Source: an optimization exercise on an open RTL-to-GDS flow (aim: small area, a short achievable clock period and few clock cycles). Production flows keep margins and buffers that such runs may drop. In this exercise RTL edits were held to simulation tests only and were not proved equivalent to the original. No activity file was given, so power comes from the tool's default toggle rates.

## design.v

```verilog
module tmc_decoder (
    input  wire         clk,
    input  wire         rst,
    input  wire         in_valid,
    output wire         in_ready,
    input  wire [1:0]   in_op,        
    input  wire         in_clk,
    input  wire         in_dat,
    input  wire         in_stb,
    input  wire         cfg_clk_present,
    input  wire         cfg_dat_present,
    input  wire         cfg_stb_present,
    input  wire [31:0]  cfg_samplerate,
    input  wire [1:0]   cfg_radix,
    output wire         out_valid,
    input  wire         out_ready,
    output reg  [3:0]   out_kind,
    output reg  [15:0]  out_ss,
    output reg  [15:0]  out_es,
    output reg  [7:0]   out_val,
    output reg  [3:0]   out_nbits,
    output reg  [263:0] out_blist,    
    output reg  [47:0]  out_rate,
    output wire [1:0]   status_err,
    output wire [1:0]   out_radix
);
    localparam integer DIV_CYC   = 48;               
    localparam [1:0] FIND_START = 2'd0, FIND_DATA = 2'd1, FIND_ACK = 2'd2;
    localparam integer P_IDLE = 0, P_START = 1, P_LBIT = 2, P_PRE  = 3,
                       P_FBITS = 4, P_POST = 5, P_BYTE = 6, P_WAIT = 7,
                       P_RATE  = 8, P_STOP = 9, P_ACK  = 10;
    reg  [1:0]  state;
    reg         variant;         
    reg  [3:0]  n;               
    reg  [7:0]  value;
    reg  [15:0] ssn [0:8];       
    reg         svn [0:8];       
    reg         byte_seen;
    reg  [15:0] byte_ss;
    reg  [15:0] kc;              
    reg  [15:0] sn;
    reg  [2:0]  prev;            
    reg         started;
    reg  [1:0]  err;
    reg         c_stb;
    reg  [31:0] c_rate;
    reg  [1:0]  c_radix;
    reg  [10:0] ph;
    reg  [7:0]  bm;              
    reg  [3:0]  j;               
    reg         ninth;           
    reg         op_stop;         
    reg         has_rate;        
    reg         cur_d;           
    reg  [47:0] num;             
    reg  [15:0] rem;
    reg  [5:0]  dcnt;
    reg         busy;
    wire idle = ph[P_IDLE];
    assign in_ready   = idle;
    assign out_valid  = ph[P_START] | ph[P_LBIT] | ph[P_FBITS] | ph[P_BYTE] |
                        ph[P_RATE]  | ph[P_STOP] | ph[P_ACK];
    assign status_err = err;
    assign out_radix  = c_radix;
    wire cur_stb  = c_stb & in_stb;
    wire stb_fall = c_stb &  prev[2] & ~cur_stb;
    wire stb_rise = c_stb & ~prev[2] &  cur_stb;
    wire dat_fall =  prev[1] & ~in_dat;
    wire dat_rise = ~prev[1] &  in_dat;
    wire clk_rise = ~prev[0] &  in_clk;
    wire clk_fall =  prev[0] & ~in_clk;
    wire is_start_3w = (state == FIND_START) && stb_fall;
    wire is_start_2w = (state == FIND_START) && !stb_fall && in_clk && dat_fall;
    wire is_start    = is_start_3w || is_start_2w;
    wire is_stop     = (state == FIND_DATA) && (stb_rise || (in_clk && dat_rise));
    wire is_bit      = (state == FIND_DATA) && !is_stop && clk_rise;
    wire is_ack      = (state == FIND_ACK) && clk_fall;
    wire take        = in_valid && idle;
    wire take_reset  = take && (in_op == 2'd1);
    wire take_sample = take && (in_op == 2'd0);
    wire running     = started && (err == 2'd0);
    wire take_run    = take_sample && running;
    wire rec_taken   = out_valid && out_ready;
    wire [15:0] sn1  = sn + 16'd1;
    wire        n_full = n[3];
    wire        kz   = (kc == 16'd0);
    wire [15:0] ss0 = ~ssn[0];
    wire [15:0] ss7 = ~ssn[7];
    wire [15:0] ss8 = ~ssn[8];
    wire        bit_rec = ph[P_LBIT] | ph[P_FBITS];
    integer i;
    always @(*) begin
        out_kind[0] = ph[P_START] | bit_rec | (ph[P_BYTE] & byte_seen) |
                      (ph[P_ACK] & cur_d);
        out_kind[1] = ph[P_STOP] | bit_rec | ph[P_ACK];
        out_kind[2] = ph[P_BYTE] | ph[P_ACK];
        out_kind[3] = ph[P_RATE];
        out_ss = ({16{ph[P_START] | ph[P_STOP]}} & sn) |
                 ({16{ph[P_LBIT]}} & ss7) |
                 ({16{ph[P_FBITS] | ph[P_ACK]}} & ss8) |
                 ({16{ph[P_BYTE] | ph[P_RATE]}} & byte_ss);
        out_es = ({16{ph[P_FBITS]}} & ss0) |
                 ({16{ph[P_START] | ph[P_LBIT] | ph[P_BYTE] | ph[P_RATE] |
                      ph[P_STOP] | ph[P_ACK]}} & sn);
        out_val = ({8{ph[P_BYTE]}} & value) |
                  {7'd0, (ph[P_LBIT] & ~svn[7]) | (ph[P_FBITS] & ~svn[8])};
        out_nbits = {4{ph[P_BYTE]}} & n;
        out_rate  = {48{ph[P_RATE]}} & num;
        for (i = 0; i < 8; i = i + 1)
            out_blist[33*i +: 33] = {33{bm[i]}} &
                                    ~{ssn[i+1], ssn[i], svn[i]};
    end
    wire        dpha = (dcnt[5:4] == 2'd0);
    wire [16:0] drs  = {rem, dpha ? num[15] : num[47]};
    wire [16:0] drd  = drs - {1'b0, kc};
    wire [15:0] dr   = drd[16] ? drs[15:0] : drd[15:0];
    wire        dq   = ~drd[16];
    wire [47:0] nacc = {num[15:0], num[47:16]} + {16'd0, c_rate};
    reg         do_shift2;       
    reg         do_rot;          
    reg         wr7;             
    reg  [15:0] new_ss;
    reg         new_v;
    always @(*) begin
        do_shift2 = 1'b0;
        do_rot    = 1'b0;
        wr7       = 1'b0;
        new_ss    = sn1;
        new_v     = in_dat;
        if (idle) begin
            if (take_run && !is_start) begin
                if (is_stop) begin
                    if (variant && n != 4'd0) begin
                        do_rot = 1'b1;
                        wr7    = 1'b1;
                    end
                end else if (is_bit) begin
                    do_rot    = variant;
                    wr7       = variant;
                    do_shift2 = !variant;
                end
            end
        end else begin
            if (ph[P_PRE] | ph[P_POST])
                do_rot = 1'b1;
            if (ph[P_FBITS])
                do_rot = rec_taken;
            if (ph[P_BYTE] && rec_taken && !op_stop && variant) begin
                do_rot = 1'b1;
                wr7    = 1'b1;
                new_ss = sn;
                new_v  = cur_d;
            end
        end
    end
    integer q;
    always @(posedge clk) begin
        if (do_shift2) begin
            for (q = 0; q < 8; q = q + 1) begin
                ssn[q] <= ssn[q+1];
                svn[q] <= svn[q+1];
            end
            ssn[8] <= ~new_ss;
            svn[8] <= ~new_v;
        end else if (do_rot) begin
            for (q = 0; q < 7; q = q + 1) begin
                ssn[q] <= ssn[q+1];
                svn[q] <= svn[q+1];
            end
            ssn[7] <= wr7 ? ~new_ss : ssn[8];
            svn[7] <= wr7 ? ~new_v  : svn[8];
            ssn[8] <= ssn[0];
            svn[8] <= svn[0];
        end
    end
    always @(posedge clk) begin
        if (rst || take_reset) begin
            state     <= FIND_START;
            byte_ss   <= 16'd0;
            started   <= 1'b0;
            err       <= 2'd0;
            c_radix   <= 2'd0;
            ph        <= 11'd1 << P_IDLE;
            busy      <= 1'b0;
            bm        <= 8'd0;
        end else begin
            if (busy) begin
                num[15:0] <= {num[14:0], dq};
                if (!dpha)
                    num[47:16] <= num[46:15];
                rem  <= dr;
                dcnt <= dcnt + 6'd1;
                if (dcnt == DIV_CYC - 1) begin
                    busy <= 1'b0;
                    if (ph[P_WAIT])
                        ph <= 11'd1 << P_RATE;
                end
            end
            if (idle) begin
                if (take_sample && !started) begin
                    started <= 1'b1;
                    c_stb   <= cfg_stb_present;
                    c_rate  <= cfg_samplerate;
                    c_radix <= cfg_radix;
                    if (!cfg_clk_present || !cfg_dat_present)
                        err <= 2'd1;
                    else if (cfg_samplerate == 32'd0)
                        err <= 2'd2;
                    else begin
                        sn   <= 16'd0;
                        prev <= {cfg_stb_present & in_stb, in_dat, in_clk};
                    end
                end else if (take_run) begin
                    sn   <= sn1;
                    prev <= {cur_stb, in_dat, in_clk};
                    if (!is_stop)
                        kc <= is_start ? 16'd0 : kc + 16'd1;
                    if (is_start) begin
                        variant   <= is_start_3w;
                        num       <= 48'd0;
                        byte_seen <= 1'b0;
                        n         <= 4'd0;
                        value     <= 8'd0;
                        state     <= FIND_DATA;
                        ph        <= 11'd1 << P_START;
                    end else if (is_stop) begin
                        op_stop  <= 1'b1;
                        has_rate <= !kz;
                        rem      <= 16'd0;
                        dcnt     <= (num[15:0] == 16'd0) ? 6'd16 : 6'd0;
                        busy     <= !kz;
                        if (variant && n != 4'd0) begin
                            j  <= n_full ? 4'd0 : n;
                            ph <= n_full ? (11'd1 << P_FBITS) : (11'd1 << P_PRE);
                        end else if (kz) begin
                            ph <= 11'd1 << P_STOP;
                        end else begin
                            ph <= 11'd1 << P_WAIT;
                        end
                    end else if (is_bit) begin
                        num <= {nacc[31:0], nacc[47:32]};
                        if (n_full) begin
                            cur_d   <= in_dat;
                            ninth   <= 1'b1;
                            op_stop <= 1'b0;
                            j       <= 4'd0;
                            ph      <= variant ? (11'd1 << P_FBITS) : (11'd1 << P_LBIT);
                        end else begin
                            if (n == 4'd0)
                                byte_ss <= sn1;
                            n     <= n + 4'd1;
                            value <= {in_dat, value[7:1]};
                            ninth <= 1'b0;
                            if (!variant && n != 4'd0)
                                ph <= 11'd1 << P_LBIT;
                        end
                    end else if (is_ack) begin
                        cur_d <= in_dat;
                        state <= FIND_DATA;
                        ph    <= 11'd1 << P_ACK;
                    end
                end
            end
            if ((ph[P_START] | ph[P_ACK]) && rec_taken)
                ph <= 11'd1 << P_IDLE;
            if (ph[P_STOP] && rec_taken) begin
                ph    <= 11'd1 << P_IDLE;
                n     <= 4'd0;
                value <= 8'd0;
                state <= FIND_START;
            end
            if (ph[P_LBIT] && rec_taken)
                ph <= ninth ? (11'd1 << P_BYTE) : (11'd1 << P_IDLE);
            if (ph[P_PRE]) begin
                j <= j + 4'd1;
                if (j == 4'd7) begin
                    j  <= 4'd0;
                    ph <= 11'd1 << P_FBITS;
                end
            end
            if (ph[P_FBITS] && rec_taken) begin
                j <= j + 4'd1;
                if (j == n - 4'd1) begin
                    j  <= n;
                    ph <= n_full ? (11'd1 << P_BYTE) : (11'd1 << P_POST);
                end
            end
            if (ph[P_POST]) begin
                j <= j + 4'd1;
                if (j == 4'd7)
                    ph <= 11'd1 << P_BYTE;
            end
            if (ph[P_BYTE] && rec_taken) begin
                byte_seen <= 1'b1;
                n         <= 4'd0;
                value     <= 8'd0;
                if (op_stop) begin
                    if (!has_rate)
                        ph <= 11'd1 << P_STOP;
                    else if (busy && dcnt != DIV_CYC - 1)
                        ph <= 11'd1 << P_WAIT;
                    else
                        ph <= 11'd1 << P_RATE;
                end else if (variant) begin
                    byte_ss <= sn;
                    n       <= 4'd1;
                    value   <= {cur_d, 7'd0};
                    ph      <= 11'd1 << P_IDLE;
                end else begin
                    state <= FIND_ACK;
                    ph    <= 11'd1 << P_IDLE;
                end
            end
            if (ph[P_RATE] && rec_taken)
                ph <= 11'd1 << P_STOP;
            for (i = 0; i < 8; i = i + 1)
                bm[i] <= ((ph[P_LBIT] & rec_taken & ninth) |
                          (ph[P_FBITS] & rec_taken & (j == n - 4'd1) & n_full) |
                          (ph[P_POST] & (j == 4'd7)) |
                          (ph[P_BYTE] & ~rec_taken)) && (n > i);
        end
    end
endmodule
```

## run.sh

```bash
#!/bin/bash
# synth_recipe.tcl (not shown) runs the flow's synth.tcl, then flattens the netlist and writes it again
# the make line also repeats each setting of config.mk as NAME=value (left out here)
make -C /OpenROAD-flow-scripts/flow DESIGN_CONFIG=/design/flow/config.mk WORK_HOME=/design/flow/orfs CLKGATE_MAP_FILE= SYNTH_SCRIPT=/design/flow/synth_recipe.tcl finish
```

## config.mk

```make
export PLATFORM = sky130hd
export DESIGN_NAME = tmc_decoder
export DESIGN_NICKNAME = tmc_decoder
export VERILOG_FILES = /design/flow/design.v
export SDC_FILE = /design/flow/constraint.sdc
export NUM_CORES = 4
export LEC_CHECK = 0
export CAP_MARGIN = 20
export CORE_MARGIN = 2
export CORE_UTILIZATION = 40
export SETUP_SLACK_MARGIN = 4.3
export SLEW_MARGIN = 20
```

## constraint.sdc

```tcl
create_clock -name core_clock -period 8.0 [get_ports {clk}]
set_input_delay 1.6000 -clock core_clock [delete_from_list [all_inputs] [get_ports {clk}]]
set_output_delay 1.6000 -clock core_clock [all_outputs]
set_load 0.01 [all_outputs]
```

==> results of run 1 <==
==> stage by stage <==
step / setup slack [ns] / power, mW / instance area, um^2 / cells
finish: 4.111 / 4.252 / 27760 / 3172
global route: 4.069 / 4.376 / 27760 / 3171
CTS: 4.084 / 4.282 / 27370 / 3143
detailed placement: 2.493 / 2.383 / 25520 / 3032
global placement: 2.600 / 2.379 / 25520 / 3032
floorplan: 3.715 / 2.293 / 20920 / 2049
==> kinds of logic after synthesis <==
kind of cell,count (synthesis),synth area share (%)
AOI/OAI and AO/OA,437,13.47
muxes,89,4.478
buffers and inverters,173,3.361
and+or+nand+nor,838,21.70
adders and majority gates,59,3.613
DFF,356,49.22
xor gates and xnor gates,97,4.165
==> layout make-up <==
type / instances / area [um^2] / area share [%]
tap: 680 / 850.8 / 3.065
antenna: 1 / 2.502 / 0.009015
sequential: 356 / 10300 / 37.12
multi-input combinational: 1526 / 10280 / 37.02
inverter: 45 / 182.7 / 0.6581
clock inverter: 22 / 267.8 / 0.9646
timing repair buffer: 491 / 4791 / 17.26
clock buffer: 51 / 1084 / 3.903
==> worst max-delay path by stage <==
stage	startpoint	end	slack, ns	depth (start not counted)
2_1_floorplan	in_clk	ssn[0][0]$_DFFE_PP_	3.72	8
3_3_place_gp	in_stb	ssn[6][1]$_DFFE_PP_	2.60	8
3_5_place_dp	in_dat	ssn[6][9]$_DFFE_PP_	2.49	8
4_1_cts	ph[9]$_SDFF_PP0_	out_es[10]	4.08	7
5_1_grt	ph[9]$_SDFF_PP0_	out_es[10]	4.07	7
6_report	ph[1]$_SDFF_PP0_	out_es[2]	4.11	7
==> report_power, final <==
group | total, mW | internal [mW] | switching [mW]
sequential | 2.07 | 2.03 | 0.0349
clock | 1.90 | 1.10 | 0.794
combinational | 0.287 | 0.126 | 0.161
total | 4.25 | 3.26 | 0.990
==> metal layers <==
metal	routed length, um	part of all wire (%)	GRT usage (%)	vias up
li1	-	-	-	8247
met5	21	0.029	0	-
met4	2285	3.1	8.854	4
met2	33960	47	41.41	767
met1	31590	43	35.80	8893
met3	4917	6.8	3.696	122
==> registers in the layout, indices dropped and copies added (netlist names), 3 cells and up <==
signal,flops
ph,11
byte_ss,16
num,48
c_rate,32
j,4
value,8
bm,8
svn,9
ssn,144
rem,16
dcnt,6
kc,16
sn,16
prev,3
n,4
==> cell usage after synthesis (6+ instances only) <==
cell,number
sky130_fd_sc_hd__a211oi_1,17
sky130_fd_sc_hd__a21boi_0,6
sky130_fd_sc_hd__a21o_1,17
sky130_fd_sc_hd__a21oi_1,116
sky130_fd_sc_hd__a22oi_1,12
sky130_fd_sc_hd__a2bb2oi_1,9
sky130_fd_sc_hd__a31oi_1,10
sky130_fd_sc_hd__and2_1,71
sky130_fd_sc_hd__and3_1,29
sky130_fd_sc_hd__buf_1,6
sky130_fd_sc_hd__buf_2,14
sky130_fd_sc_hd__clkbuf_1,101
sky130_fd_sc_hd__dfxtp_1,43
sky130_fd_sc_hd__edfxtp_1,313
sky130_fd_sc_hd__ha_1,57
sky130_fd_sc_hd__inv_1,43
sky130_fd_sc_hd__mux2_2,34
sky130_fd_sc_hd__mux2i_1,55
sky130_fd_sc_hd__nand2_1,147
sky130_fd_sc_hd__nand2b_1,10
sky130_fd_sc_hd__nand3_1,32
sky130_fd_sc_hd__nand4_1,19
sky130_fd_sc_hd__nor2_1,153
sky130_fd_sc_hd__nor2b_1,280
sky130_fd_sc_hd__nor3_1,29
sky130_fd_sc_hd__nor4_1,16
sky130_fd_sc_hd__o211ai_1,31
sky130_fd_sc_hd__o21ai_0,109
sky130_fd_sc_hd__o22ai_1,37
sky130_fd_sc_hd__o31ai_1,6
sky130_fd_sc_hd__or2_2,7
sky130_fd_sc_hd__or3_1,9
sky130_fd_sc_hd__xnor2_1,58
sky130_fd_sc_hd__xor2_1,38
==> timing repair <==
action / CTS / global route
gates cloned: 6 / 1
setup endpoints to repair: 585 / 271
gates resized for setup: 194 / 67
pin swaps: 12 / 9
setup buffers: 32 / 27
==> run_summary.xml, run 1 <==
<?xml version="1.0" encoding="UTF-8"?>
<metrics>
  <group name="setup_path">
    <metric name="cp_num_buf_inv" unit="">3</metric>
    <metric name="cp_startpoint_kind" unit="">register</metric>
    <metric name="rr_endpoint" unit="">num[6]$_DFFE_PN_</metric>
    <metric name="crit_path_end_kind" unit="">output port</metric>
    <metric name="worst_ep_required_time" unit="ns">6.40</metric>
    <metric name="timing.critical_path.fanout_max" unit="">5</metric>
    <metric name="worstSetupPathType" unit="">register to output port</metric>
    <metric name="critPathMaxStageDelay" unit="ns">0.56</metric>
    <metric name="worst_path_most_repeated_cell" unit="">sky130_fd_sc_hd__buf_6</metric>
    <metric name="worstReg2RegStart" unit="">num[16]$_DFFE_PN_</metric>
    <metric name="timing.critical_path.cells" unit="">or2_4, or4_4, buf_6, buf_6, nand2_4, o21ai_4, buf_6</metric>
    <metric name="slowest_stage" unit="">sky130_fd_sc_hd__or4_4</metric>
    <metric name="rr_worst_depth" unit="">10</metric>
    <metric name="family_with_the_most_delay_on_the_worst_path" unit="">simple AND/OR/NAND/NOR gates</metric>
    <metric name="ff2ff_setup_slack" unit="ns">4.49</metric>
    <metric name="cp.arrival" unit="ns">2.29</metric>
  </group>
  <group name="cells_and_area">
    <metric name="area_growth_syn_to_layout" unit="%">33.16</metric>
    <metric name="post_route_cells_drive_above_1_share" unit="%">12.04</metric>
    <metric name="final_net_count" unit="">2566</metric>
    <metric name="most-common-layout-cells" unit="">sky130_fd_sc_hd__clkdlybuf4s50_1 (372), sky130_fd_sc_hd__edfxtp_1 (313), sky130_fd_sc_hd__nor2b_1 (277)</metric>
    <metric name="layout.core_utilization" unit="%">54.00</metric>
    <metric name="layout.cells.most_common" unit="">sky130_fd_sc_hd__clkdlybuf4s50_1</metric>
    <metric name="layout.filler_cells" unit="">4561</metric>
  </group>
  <group name="synthesis">
    <metric name="post_synth.cell_area_avg" unit="um^2">10.17</metric>
    <metric name="synth_cells" unit="">2049</metric>
    <metric name="async_reset_ff_share" unit="%">0</metric>
    <metric name="ys_warn_count" unit="">3</metric>
    <metric name="synth-seq-cells" unit="">356</metric>
    <metric name="yosys.cell_types.count" unit="">89</metric>
    <metric name="synthFlopType" unit="">sky130_fd_sc_hd__edfxtp_1</metric>
    <metric name="netlist_top_cells_area" unit="">sky130_fd_sc_hd__edfxtp_1 (45%), sky130_fd_sc_hd__nor2b_1 (8.4%), sky130_fd_sc_hd__dfxtp_1 (4.1%), sky130_fd_sc_hd__ha_1 (3.4%), sky130_fd_sc_hd__a21oi_1 (2.8%)</metric>
    <metric name="synth_top_cell_by_area" unit="">sky130_fd_sc_hd__edfxtp_1</metric>
    <metric name="post_synthesis_instance_area" unit="um^2">20850</metric>
    <metric name="synth_top_area_share" unit="%">45.09</metric>
    <metric name="seq_total_area_yosys" unit="%">49.22</metric>
    <metric name="postSynthNetCount" unit="">2154</metric>
    <metric name="synth_edf_count" unit="">313</metric>
  </group>
  <group name="timing">
    <metric name="clock-skew-final" unit="ns">0.02269</metric>
    <metric name="fin_tns_setup" unit="ns">0</metric>
    <metric name="timing.slew.headroom" unit="%">35.85</metric>
    <metric name="setup_viol_count_final" unit="">0</metric>
    <metric name="final.min_clock_period" unit="ns">3.889</metric>
    <metric name="finalCritPeriodShare" unit="%">48.61</metric>
    <metric name="final.hold.worst_slack" unit="ns">0.4354</metric>
    <metric name="report.final.hold_viol_count" unit="">0</metric>
    <metric name="fmax" unit="MHz">257.1</metric>
    <metric name="report.final.slew_viol_count" unit="">0</metric>
    <metric name="timing_worst_slew_pin_value" unit="ns">0.9622</metric>
    <metric name="rsz0062_at_grt" unit="">yes</metric>
  </group>
  <group name="die">
    <metric name="die_height" unit="um">232.3</metric>
    <metric name="floorplan.die.width" unit="um">232.3</metric>
    <metric name="design.portCount" unit="">412</metric>
    <metric name="initial_utilization" unit="%">40.55</metric>
    <metric name="dieArea" unit="um^2">53960</metric>
    <metric name="core_footprint" unit="um^2">51410</metric>
    <metric name="row_count" unit="">83</metric>
  </group>
  <group name="clocking">
    <metric name="cts_tree" unit="">done</metric>
    <metric name="cts_max_level" unit="">2</metric>
    <metric name="cts_made_buffers" unit="">41</metric>
    <metric name="cts.sinks" unit="">356</metric>
    <metric name="clock_tree.buffer_depth" unit="">3</metric>
    <metric name="cts.clk_slew.worst_paths" unit="ns">0.06</metric>
    <metric name="clkLatencyLatePin" unit="ns">0.58</metric>
    <metric name="post_cts_hold_buffer_count" unit="">0</metric>
    <metric name="clk_root_buffer_cell" unit="">sky130_fd_sc_hd__clkbuf_16</metric>
  </group>
  <group name="global_routing">
    <metric name="largest_net_degree_at_the_start_of_global_routing" unit="">66</metric>
    <metric name="first_global_vias" unit="">16920</metric>
    <metric name="grt_first_pass_wirelength" unit="um">106500</metric>
    <metric name="grt_antenna_before_repair" unit="">4</metric>
    <metric name="gr-total-overflow" unit="">0</metric>
    <metric name="track_usage" unit="%">25.86</metric>
  </group>
  <group name="routing">
    <metric name="routed_via_density" unit="">5.685</metric>
    <metric name="wl_per_cell" unit="um">22.94</metric>
    <metric name="drt_iter0_markers" unit="">1726</metric>
    <metric name="wl" unit="um">72770</metric>
    <metric name="final_antenna_net_count" unit="">0</metric>
    <metric name="route.detailed.drc" unit="">0</metric>
    <metric name="drt_pass1_iterations" unit="">6</metric>
    <metric name="via_count" unit="">18030</metric>
  </group>
  <group name="power">
    <metric name="power-per-cell-area" unit="nW/um^2">153.2</metric>
    <metric name="power.leakage" unit="nW">9.966</metric>
    <metric name="vdd_drop_max" unit="V">0.0001201</metric>
  </group>
  <group name="run">
    <metric name="cap_violations" unit="">0</metric>
  </group>
  <group name="min_path">
    <metric name="capture_endpoint_of_the_worst_hold_path" unit="">svn[0]$_DFFE_PP_</metric>
    <metric name="hold_path_class" unit="">register to register</metric>
    <metric name="min_delay_path_depth" unit="">0</metric>
    <metric name="min-delay-start" unit="">svn[1]$_DFFE_PP_</metric>
  </group>
  <group name="placed_design">
    <metric name="dpl.hpwl" unit="um">52210</metric>
    <metric name="gp_congestion" unit="">0.8998</metric>
    <metric name="place.port_buffers" unit="">411</metric>
  </group>
  <group name="run_status">
    <metric name="run_status" unit="">no timing/DRC/antenna violations</metric>
  </group>
</metrics>
Testbench counts, summed over its fixed seeds: cycles 70,566.
==> inputs of run 2 (changes only) <==
==> flow/run.sh (new file) <==
#!/bin/bash
export BUFFER_PORTS_ARGS="-buffer_cell sky130_fd_sc_hd__buf_1"
bash standard.sh > standard.log 2>&1
==> standard.sh (new file) <==
#!/bin/bash
# synth_recipe.tcl (not shown) runs the flow's synth.tcl, then flattens the netlist and writes it again
# the make line also repeats each setting of config.mk as NAME=value (left out here)
make -C /OpenROAD-flow-scripts/flow DESIGN_CONFIG=/design/flow/config.mk WORK_HOME=/design/flow/orfs CLKGATE_MAP_FILE= SYNTH_SCRIPT=/design/flow/synth_recipe.tcl "${@:-finish}"
removed: run.sh
==> run_summary.xml, run 2 <==
<?xml version="1.0" encoding="UTF-8"?>
<metrics>
  <group name="run_status">
    <metric name="run_status" unit="">no timing/DRC/antenna violations</metric>
  </group>
  <group name="global_routing">
    <metric name="largest_net_degree_at_the_start_of_global_routing" unit="">70</metric>
    <metric name="track_usage" unit="%">23.81</metric>
    <metric name="grt_antenna_before_repair" unit="">2</metric>
    <metric name="grt_first_pass_wirelength" unit="um">99330</metric>
    <metric name="first_global_vias" unit="">16450</metric>
    <metric name="gr-total-overflow" unit="">0</metric>
  </group>
  <group name="clocking">
    <metric name="clock_tree.buffer_depth" unit="">3</metric>
    <metric name="cts.sinks" unit="">356</metric>
    <metric name="cts_max_level" unit="">2</metric>
    <metric name="post_cts_hold_buffer_count" unit="">0</metric>
    <metric name="cts_made_buffers" unit="">41</metric>
    <metric name="cts.clk_slew.worst_paths" unit="ns">0.06</metric>
    <metric name="clk_root_buffer_cell" unit="">sky130_fd_sc_hd__clkbuf_16</metric>
    <metric name="cts_tree" unit="">done</metric>
    <metric name="clkLatencyLatePin" unit="ns">0.58</metric>
  </group>
  <group name="timing">
    <metric name="final.min_clock_period" unit="ns">3.886</metric>
    <metric name="report.final.hold_viol_count" unit="">0</metric>
    <metric name="fmax" unit="MHz">257.3</metric>
    <metric name="report.final.slew_viol_count" unit="">0</metric>
    <metric name="clock-skew-final" unit="ns">0.02409</metric>
    <metric name="fin_tns_setup" unit="ns">0</metric>
    <metric name="finalCritPeriodShare" unit="%">48.58</metric>
    <metric name="timing.slew.headroom" unit="%">37.43</metric>
    <metric name="setup_viol_count_final" unit="">0</metric>
    <metric name="rsz0062_at_grt" unit="">yes</metric>
    <metric name="final.hold.worst_slack" unit="ns">0.4671</metric>
    <metric name="timing_worst_slew_pin_value" unit="ns">0.9372</metric>
  </group>
  <group name="setup_path">
    <metric name="cp.arrival" unit="ns">2.29</metric>
    <metric name="timing.critical_path.from" unit="">ph[6]$_SDFF_PP0_</metric>
    <metric name="slowest_stage" unit="">sky130_fd_sc_hd__or4_4</metric>
    <metric name="timing.critical_path.cells" unit="">or2_4, or4_4, buf_12, nand2_2, o21ai_2, buf_2</metric>
    <metric name="critPathMaxStageDelay" unit="ns">0.61</metric>
    <metric name="crit_path_end_kind" unit="">output port</metric>
    <metric name="timing.critical_path.fanout_max" unit="">5</metric>
    <metric name="worstSetupPathType" unit="">register to output port</metric>
    <metric name="cp_startpoint_kind" unit="">register</metric>
    <metric name="family_with_the_most_delay_on_the_worst_path" unit="">simple AND/OR/NAND/NOR gates</metric>
    <metric name="cp_num_buf_inv" unit="">2</metric>
    <metric name="worstReg2RegStart" unit="">dcnt[4]$_DFFE_PN_</metric>
    <metric name="worst_ep_required_time" unit="ns">6.40</metric>
  </group>
  <group name="power">
    <metric name="power.sequential.fraction" unit="%">47.1</metric>
    <metric name="power.leakage" unit="nW">8.834</metric>
    <metric name="internal_pwr_total" unit="mW">3.416</metric>
    <metric name="power-per-cell-area" unit="nW/um^2">176.1</metric>
    <metric name="power_switching_share" unit="%">22.40</metric>
    <metric name="power.switching" unit="mW">0.9861</metric>
    <metric name="clock_power_share" unit="%">46.9</metric>
    <metric name="share_comb_of_total_power" unit="%">6.1</metric>
    <metric name="vdd_drop_max" unit="V">0.0001379</metric>
  </group>
  <group name="synthesis">
    <metric name="synthFlopType" unit="">sky130_fd_sc_hd__edfxtp_1</metric>
    <metric name="synth_cells" unit="">2049</metric>
    <metric name="yosys.area_share.adder" unit="%">3.613</metric>
    <metric name="leading_post_synthesis_cells_by_instance_count" unit="">sky130_fd_sc_hd__edfxtp_1 (313), sky130_fd_sc_hd__nor2b_1 (280), sky130_fd_sc_hd__nor2_1 (153), sky130_fd_sc_hd__nand2_1 (147), sky130_fd_sc_hd__a21oi_1 (116)</metric>
    <metric name="postSynthNetCount" unit="">2154</metric>
    <metric name="async_reset_ff_share" unit="%">0</metric>
    <metric name="netlist_top_cells_area" unit="">sky130_fd_sc_hd__edfxtp_1 (45%), sky130_fd_sc_hd__nor2b_1 (8.4%), sky130_fd_sc_hd__dfxtp_1 (4.1%), sky130_fd_sc_hd__ha_1 (3.4%), sky130_fd_sc_hd__a21oi_1 (2.8%)</metric>
    <metric name="yosys.cell_types.count" unit="">89</metric>
    <metric name="post_synth_mux_area_share" unit="%">4.478</metric>
    <metric name="post_synth.cell_area_avg" unit="um^2">10.17</metric>
    <metric name="yosys.cell_count.top_type" unit="">sky130_fd_sc_hd__edfxtp_1</metric>
    <metric name="synth_top_family_by_area" unit="">simple AND/OR/NAND/NOR gates</metric>
    <metric name="post_synthesis_instance_area" unit="um^2">20850</metric>
    <metric name="post_synth_and_or_nand_nor_area_fraction" unit="%">21.70</metric>
    <metric name="ys_warn_count" unit="">3</metric>
    <metric name="synth-compound-area-share" unit="%">13.47</metric>
    <metric name="synth_edf_count" unit="">313</metric>
    <metric name="synthXorXnorAreaFrac" unit="%">4.165</metric>
    <metric name="synth-seq-cells" unit="">356</metric>
    <metric name="synth_top_area_share" unit="%">45.09</metric>
    <metric name="seq_total_area_yosys" unit="%">49.22</metric>
    <metric name="synth_top_cell_by_area" unit="">sky130_fd_sc_hd__edfxtp_1</metric>
  </group>
  <group name="min_path">
    <metric name="hold_path_class" unit="">register to register</metric>
    <metric name="min-delay-start" unit="">svn[3]$_DFFE_PP_</metric>
  </group>
  <group name="die">
    <metric name="die_height" unit="um">232.3</metric>
    <metric name="initial_utilization" unit="%">40.55</metric>
    <metric name="dieArea" unit="um^2">53960</metric>
    <metric name="core_footprint" unit="um^2">51410</metric>
    <metric name="row_count" unit="">83</metric>
    <metric name="floorplan.die.width" unit="um">232.3</metric>
    <metric name="design.portCount" unit="">412</metric>
  </group>
  <group name="routing">
    <metric name="routed_via_density" unit="">5.638</metric>
    <metric name="wl" unit="um">66860</metric>
    <metric name="wl_per_cell" unit="um">21.35</metric>
    <metric name="route.detailed.drc" unit="">0</metric>
    <metric name="final_antenna_net_count" unit="">0</metric>
    <metric name="via_count" unit="">17660</metric>
    <metric name="drt_pass1_iterations" unit="">5</metric>
    <metric name="drt_iter0_markers" unit="">1623</metric>
  </group>
  <group name="cells_and_area">
    <metric name="area_growth_syn_to_layout" unit="%">19.94</metric>
    <metric name="layout.core_utilization" unit="%">48.64</metric>
    <metric name="layout.cells.most_common" unit="">sky130_fd_sc_hd__buf_1</metric>
    <metric name="largest_registers" unit="">ssn: 144 flops, num: 48 flops, c_rate: 32 flops</metric>
    <metric name="final_net_count" unit="">2523</metric>
    <metric name="largest_register" unit="">ssn</metric>
    <metric name="largest_reg_flops" unit="">144</metric>
    <metric name="most-common-layout-cells" unit="">sky130_fd_sc_hd__buf_1 (392), sky130_fd_sc_hd__edfxtp_1 (313), sky130_fd_sc_hd__nor2b_1 (280)</metric>
    <metric name="post_route_cells_drive_above_1_share" unit="%">10.16</metric>
  </group>
  <group name="run">
    <metric name="cap_violations" unit="">0</metric>
  </group>
  <group name="placed_design">
    <metric name="gp_congestion" unit="">0.9271</metric>
    <metric name="place.port_buffers" unit="">411</metric>
    <metric name="dpl.hpwl" unit="um">48240</metric>
  </group>
</metrics>
run 2: cell count changes in the layout (fill, tap and decap cells not counted), sizes merged, moves of 3 or more:
cell | previous run | this run
bufinv | 4 | 7
clkdlybuf4s50 | 372 | 0
clkinvlp | 7 | 3
dlygate4sd2 | 13 | 0
dlymetal6s2s | 4 | 0
buf | 96 | 449
run 2: power groups by stage:
stage          Sequential [mW]  Clock (mW)  Combinational [mW]
2_1_floorplan             2.09           0               0.199
3_3_place_gp              2.11           0               0.250
3_5_place_dp              2.11           0               0.254
4_1_cts                   2.07        2.10               0.262
5_1_grt                   2.08        2.17               0.296
6_report                  2.07        2.06               0.267
run 2: what timing repair did:
item                                    CTS  global route
endpoints found under the setup margin  267           168
pin swaps                                10             8
buffers inserted                         21             2
gates resized for setup                  74            51
endpoints found under the hold margin     0             0
gates cloned                              3             0
run 2: per-stage QoR:
stage | area (um^2) | setup WS [ns] | power (mW) | cells
floorplan | 20920 | 3.715 | 2.293 | 2049
global placement | 22930 | 2.797 | 2.361 | 3029
detailed placement | 22930 | 2.582 | 2.365 | 3029
CTS | 24810 | 4.125 | 4.435 | 3129
global route | 25000 | 4.087 | 4.542 | 3131
finish | 25000 | 4.114 | 4.402 | 3132
run 2: path summary, 6_finish.rpt:
check	slack [ns]	cells past startpoint	to
min	0.47	0	svn[2]$_DFFE_PP_
max reg2reg	4.46	14	num[0]$_DFFE_PN_
min reg2reg	0.47	0	svn[2]$_DFFE_PP_
max	4.11	6	out_es[14]
run 2: kinds of logic after synthesis:
family,Yosys count
XOR/XNOR,97
buffers and inverters,173
AO/OA/AOI/OAI,437
AND/OR/NAND/NOR,838
flip-flops,356
multiplexers,89
adder cells (fa/ha/maj),59
run 2: per-layer routing:
metal | vias up | part of all wire [%] | track usage [%] | routed length, um
li1 | 8155 | - | - | -
met1 | 8672 | 44 | 33.32 | 29160
met2 | 711 | 46 | 36.96 | 30730
met3 | 119 | 7.5 | 4.052 | 4983
met4 | 0 | 3.0 | 8.714 | 1993
met5 | - | 0 | 0 | 0
run 2: final cells by class:
type                    instances  area [um^2]
diodes                          1        2.502
fillers                      4828        26400
clock buffers                  57         1186
multi-input cells            1523        10220
clock inverters                19        316.6
well taps                     680        850.8
flip-flops and latches        356        10280
inverters                      45        181.4
repair buffers                451         1972
run 2: worst register-to-register path, delay by kind of cell, from the launching register on:
kind                       cells  cell delay [ns]
DFF                            1             0.44
and+or+nand+nor                3             0.38
muxes                          2             0.52
AOI/OAI and AO/OA              4             0.92
adders and majority gates      2             0.63
buffers and inverters          2             0.22
xor gates and xnor gates       1             0.19

## what the ideal ports hide
Ports are ideal in the flow. The routed layouts listed here were re-timed in OpenROAD. Step 1, drivers: a clkbuf_16 drives clk and a buf_2 each remaining input, both assumed. Step 2 adds t to the input delays and takes it off the output delays; t is the mean of the earliest and latest rising clock arrival at the registers after step 1. Input paths then give back, and output paths get back, about the clock's delay inside the block. Three values: no drivers, after step 1, after step 2; two values: the first two.
| run | t (ns) | setup WS [ns] | worst slew at a driven data input, ns |
|---|---|---|---|
| run 1 | 0.633 | 4.111 / 4.049 / 3.750 | 0.11 |
| run 2 | 0.631 | 4.114 / 4.053 / 3.828 | 0.09 |
After both steps setup and hold are still met in every run listed. The setup slack of run 1, which loses most, moves by -0.062 ns with the drivers and by -0.361 ns with both steps.
